Context: an optimization exercise on an open-source flow, tuned for small area, a short achievable clock period and few clock cycles. The choices shown serve that exercise and are no tape-out recipe. Function was checked by simulation only, so behaviour that the tests miss may differ from the original. Power is estimated from default activity; no workload was simulated.

== job 9344 ==
// pdk_engine
module pdk_engine (
    input  wire        clk,
    input  wire        rst,
    output wire [9:0]  imem_addr,
    input  wire [15:0] imem_rdata,
    output reg         io_we,
    output reg  [3:0]  io_waddr,
    output wire [7:0]  io_wdata,
    output reg         halted,
    output reg  [2:0]  fault_code,
    output reg         fault_write,
    output wire [15:0] fault_info,
    output wire [15:0] pc_o,
    output wire [15:0] acc_o,
    output wire [7:0]  sp_o,
    output wire [7:0]  flags_o,
    output wire [31:0] cycles_o
);
    localparam F_INSN  = 3'd1;
    localparam F_DATA  = 3'd2;
    localparam F_IO    = 3'd3;
    localparam F_OPC   = 3'd5;
    localparam F_STACK = 3'd6;
    reg [15:0]  pc;       
    reg [15:0]  ir;       
    reg         irv;      
    reg         irk;      
    reg         uop2;     
    reg [9:0]   fa;       
    reg         rv;       
    reg [15:0]  acc;
    reg [31:0]  ticks;
    reg [5:0]   ra;       
    reg         rst_q;    
    reg [511:0] dm;       
    reg [127:0] io;       
    reg d_ill, d_dbad, d_iobad, d_sfault;
    reg d_outok;          
    wire [7:0] sp    = io[23:16];
    wire [7:0] spm1  = sp - 8'd1;
    wire sp_push_bad = (sp >= 8'd63);
    wire sp_pop_bad  = (sp == 8'd0) || (sp >= 8'd65);
    wire sp_call_bad = (sp >= 8'd62);
    wire sp_ret_bad  = (sp < 8'd2) || (sp >= 8'd65);
    wire [7:0] flags = io[7:0];
    assign imem_addr  = fa;
    assign pc_o       = pc;
    assign acc_o      = acc;
  ...
Size in the first run: roughly 2000 cells after synthesis, roughly 760 flip-flops, roughly 140 I/O pins, about 33000 um^2 of cells after synthesis.
clock: 8.0 ns
lec_check: 0
cap_margin: 20
core_margin: 2
core_utilization: 55
cts_cluster_diameter: 100
cts_cluster_size: 24
place_density: 0.7
setup_slack_margin: 4.8
slew_margin: 20
standard.sh (not shown) runs the stock make flow with config.mk's settings and CLKGATE_MAP_FILE= SYNTH_SCRIPT=/design/flow/synth_recipe.tcl, a recipe that flattens the netlist after the stock synthesis.
==> flow/flow/run.sh <==
#!/bin/bash
# The standard layout (the standard.sh, all ORFS steps unchanged), except
# that the port buffers ORFS puts on every input and output are buf_2 cells
# rather than the library's smallest buffer, which is a slow delay cell.
# make's full output goes to standard.log here; ORFS's own per-step logs are
# under orfs/logs/.
set -euo pipefail
export BUFFER_PORTS_ARGS="-buffer_cell sky130_fd_sc_hd__buf_2"
bash standard.sh > standard.log 2>&1
Testbench counts of job 9344, summed over its fixed seeds: cycles 43,778.
Edits applied to the flow inputs when going from job 9344 to job 4508:
- SETUP_SLACK_MARGIN changed from 4.8 to 5
Job 4508 vs. job 9344: sequential share of layout area down 1.7 points; normalized max-slew margin down 4.3 points; share of the cycle needed by the critical path after routing down 0.56 points; global-route usage up 1.1 points. Relative area change from synthesis to final layout: job 9344 and job 4508 compared, higher one is job 4508. Of the two values seen for cell type of the slowest stage on the worst timing path, or4b_2 was produced by job 9344 and nor2_1 by job 4508. When job 4508 is measured against job 9344, its non-clock buffer count turns out 46 higher. Taking job 9344 as the reference, in job 4508 net switching fraction of the power now sits at about the same level, global-route wire length before repair moved up, portion of the layout cell area used by clock cells held steady, clock-buffer cell count now sits higher. | final critical-path setup slack | higher: job 4508 |. A startpoint of the most critical setup path of ir[15] is what job 4508 shows, while ir[12] belongs to job 9344.
## Diff of input files: job 5527 against job 4508
- putting CTS_BUF_LIST at sky130_fd_sc_hd__clkbuf_8 sky130_fd_sc_hd__clkbuf_16 where nothing was set
- swapping 5 for 4.9 in SETUP_SLACK_MARGIN
- swapping 0.7 for 0.8 in PLACE_DENSITY
## What came out
Both conditions hold for job 5527: the flow ran to the end and the final layout passed the timing, DRC and antenna checks.
As of job 5527, leakage power figure had fallen slightly compared to job 4508.
Against job 4508 as the reference, job 5527 delivers a higher relative contribution of sequential cells to total power.
Summary of job 5527 over job 4508: depth of the critical timing path with buffers and inverters included went down; design area went down; average vias per placed instance went up.
Cmp job 5527 vs job 4508: clock-buffer cell count lower in job 5527
diff inputs: job 5527 => job 3365
- PLACE_DENSITY: 0.8 -> 0.6
==> notes.md <==
On final instance count without filler cells, job 5527 and job 3365 are neck and neck.
Relative to job 5527, final worst-path cycle share has decreased by 0.67 points in job 3365.
Cmp job 5527 and job 3365 / synthesis-to-layout area growth / higher: job 5527
Combinational power share, job 5527 and job 3365: larger value in job 5527
Going from job 5527 to job 3365, depth of the most critical reg-to-reg path grows by 1.
#### Input delta (job 5656 over job 3365)
- CTS_BUF_LIST no longer set, was sky130_fd_sc_hd__clkbuf_8 sky130_fd_sc_hd__clkbuf_16
- CTS_CLUSTER_SIZE now 20, was 24
- PLACE_DENSITY now 0.7, was 0.6
Notes after the runs:
- Growth of design area from synthesis to finish (job 5656 over job 3365): increase, 0.38 points
- Against job 3365, job 5656 comes in 11 higher on final standard cell count with taps included and fillers excluded.
- Job 5656: clock tree cell share of total cell area higher than job 3365
- First-iteration DRC count up 256 in job 5656 wrt job 3365
- Between job 5656 and job 3365, the number of nets in the finished design does not differ in any meaningful way.
- Compared with job 3365, job 5656 shows worst slack at placement higher by 0.082 ns.
- Setup WNS job 3365 -> job 5656: worse
- In the reports for job 3365 and job 5656, the smaller met2 capacity usage during global routing belongs to job 3365.
- As of job 5656, number of setup buffers added after CTS had fallen by more than 10% compared to job 3365.
- Diff job 3365 -> job 5656 | overall power consumption | up by a few percent
- When the final numbers for job 3365 and job 5656 were put side by side, the share of total power in combinational logic turned out to be greater in job 3365.
Here is what was changed in the inputs of job 1690 compared with job 5656.
- CTS_CLUSTER_SIZE: 20 -> 12
- CTS_CLUSTER_DIAMETER: 100 -> 60
- CTS_BUF_LIST: unset -> sky130_fd_sc_hd__clkbuf_8
==> notes.md <==
- Overall power of the completed layout delta for job 1690 relative to job 5656: 1.0% lower
- Job 1690 vs job 5656, combinational power went up by about 5%.
- Between job 5656 and job 1690, sequential fraction of total cell area is higher for job 5656, job 1690 comes in under that.
- Part of the cycle the worst path needs ended up 0.18 points lower on job 1690 than on job 5656.
- Relative to job 5656, biggest fanout along the worst timing path increased by 7 in job 1690.
- Delta (job 1690 minus job 5656): mean routed wirelength per cell went down by about 0.33%, count of H-tree levels built during CTS moved up, highest ir drop seen on vdd went down 24%, maximum cell stage delay along the critical path level.

========
## the previous run
pdk_engine, a different RTL version from the one above (not shown whole).
Size: roughly 760 flip-flops, ~140 I/O pins, about 32000 um2 of cells after synthesis.
export LEC_CHECK = 0
export CAP_MARGIN = 20
export CORE_MARGIN = 2
export CORE_UTILIZATION = 55
export CTS_CLUSTER_DIAMETER = 100
export CTS_CLUSTER_SIZE = 24
export PLACE_DENSITY = 0.7
export SETUP_SLACK_MARGIN = 4.7
export SLEW_MARGIN = 20
create_clock -name core_clock -period 8.0 [get_ports {clk}]
==> flow/flow/run.sh <==
#!/bin/bash
# The standard layout (the standard.sh, all ORFS steps unchanged), except
# that the port buffers ORFS puts on every input and output are buf_4 cells
# rather than the library's smallest buffer, which is a slow delay cell.
# make's full output goes to standard.log here; ORFS's own per-step logs are
# under orfs/logs/.
set -euo pipefail
export BUFFER_PORTS_ARGS="-buffer_cell sky130_fd_sc_hd__buf_4"
bash standard.sh > standard.log 2>&1
Testbench counts of the previous run, summed over its fixed seeds: cycles 43,778.
#### Input delta (the current run over the previous run)
# the previous run
export LEC_CHECK = 0
export CAP_MARGIN = 20
export CORE_MARGIN = 2
export CORE_UTILIZATION = 55
export CTS_CLUSTER_DIAMETER = 100
export CTS_CLUSTER_SIZE = 24
export PLACE_DENSITY = 0.7
export SETUP_SLACK_MARGIN = 4.7
export SLEW_MARGIN = 20
create_clock -name core_clock -period 8.0 [get_ports {clk}]
# the current run
export LEC_CHECK = 0
export CAP_MARGIN = 20
export CORE_MARGIN = 2
export CORE_UTILIZATION = 55
export CTS_CLUSTER_DIAMETER = 100
export CTS_CLUSTER_SIZE = 24
export PLACE_DENSITY = 0.7
export SETUP_SLACK_MARGIN = 4.9
export SLEW_MARGIN = 20
create_clock -name core_clock -period 8.0 [get_ports {clk}]
[summary]
- Relative to the previous run, the total net switching power measured on the current run has increased by a few percent.
- Taking the previous run over the current run, the number of gates resized after cts ratio works out to 0.817.
- The previous run was smaller in final cell area than the current run.
- Signed area change from the synthesized netlist to the final layout, the current run and the previous run: higher on the current run
- Worst setup margin improves in the current run relative to the previous run.
- The current run does worse than the previous run on hold slack.
- Comparing the previous run with the current run, the area occupied by registers came out essentially unchanged.

port drivers added, routing unchanged:
Ports are ideal in the flow. The routed layouts listed here were re-timed in OpenROAD. Step 1 (the two cells are an assumption about what drives the block):
set clk [get_ports {clk}]
set_driving_cell -lib_cell sky130_fd_sc_hd__clkbuf_16 $clk
set_driving_cell -lib_cell sky130_fd_sc_hd__buf_2 [delete_from_list [all_inputs] $clk]
Step 2 adds t to the input delays and takes it off the output delays; t is the mean of the earliest and latest rising clock arrival at the registers after step 1. Input paths then give back, and output paths get back, about the clock's delay inside the block. Slacks: no drivers / after step 1 / after step 2; pairs: no drivers / after step 1.
| run | t (ns) | setup slack, ns | worst setup path after step 2 | slew at the worst register clock pin (ns) | worst data-port slew with drivers (ns) |
|---|---|---|---|---|---|
| job 9344 | 0.655 | 4.853 / 4.801 / 4.428 | input to register | 0.10 / 0.10 | 0.04 |
| job 4508 | 0.646 | 4.898 / 4.898 / 4.372 | input to register | 0.10 / 0.10 | 0.05 |
| job 5527 | 0.659 | 4.852 / 4.793 / 4.382 | input to register | 0.10 / 0.10 | 0.04 |
| job 3365 | 0.661 | 4.905 / 4.863 / 4.415 | input to register | 0.10 / 0.10 | 0.05 |
| job 5656 | 0.668 | 4.897 / 4.846 / 4.409 | input to register | 0.10 / 0.10 | 0.04 |
| job 1690 | 0.742 | 4.911 / 4.888 / 4.284 | input to register | 0.09 / 0.09 | 0.05 |
| the previous run | 0.661 | 4.752 / 4.711 / 4.529 | input to register | 0.10 / 0.10 | 0.03 |
| the current run | 0.667 | 4.862 / 4.814 / 4.554 | input to register | 0.10 / 0.10 | 0.04 |
After both steps setup and hold are still met in every run listed. For job 1690, which loses most, drivers alone change the setup slack by -0.023 ns; drivers and shift together by -0.627 ns.
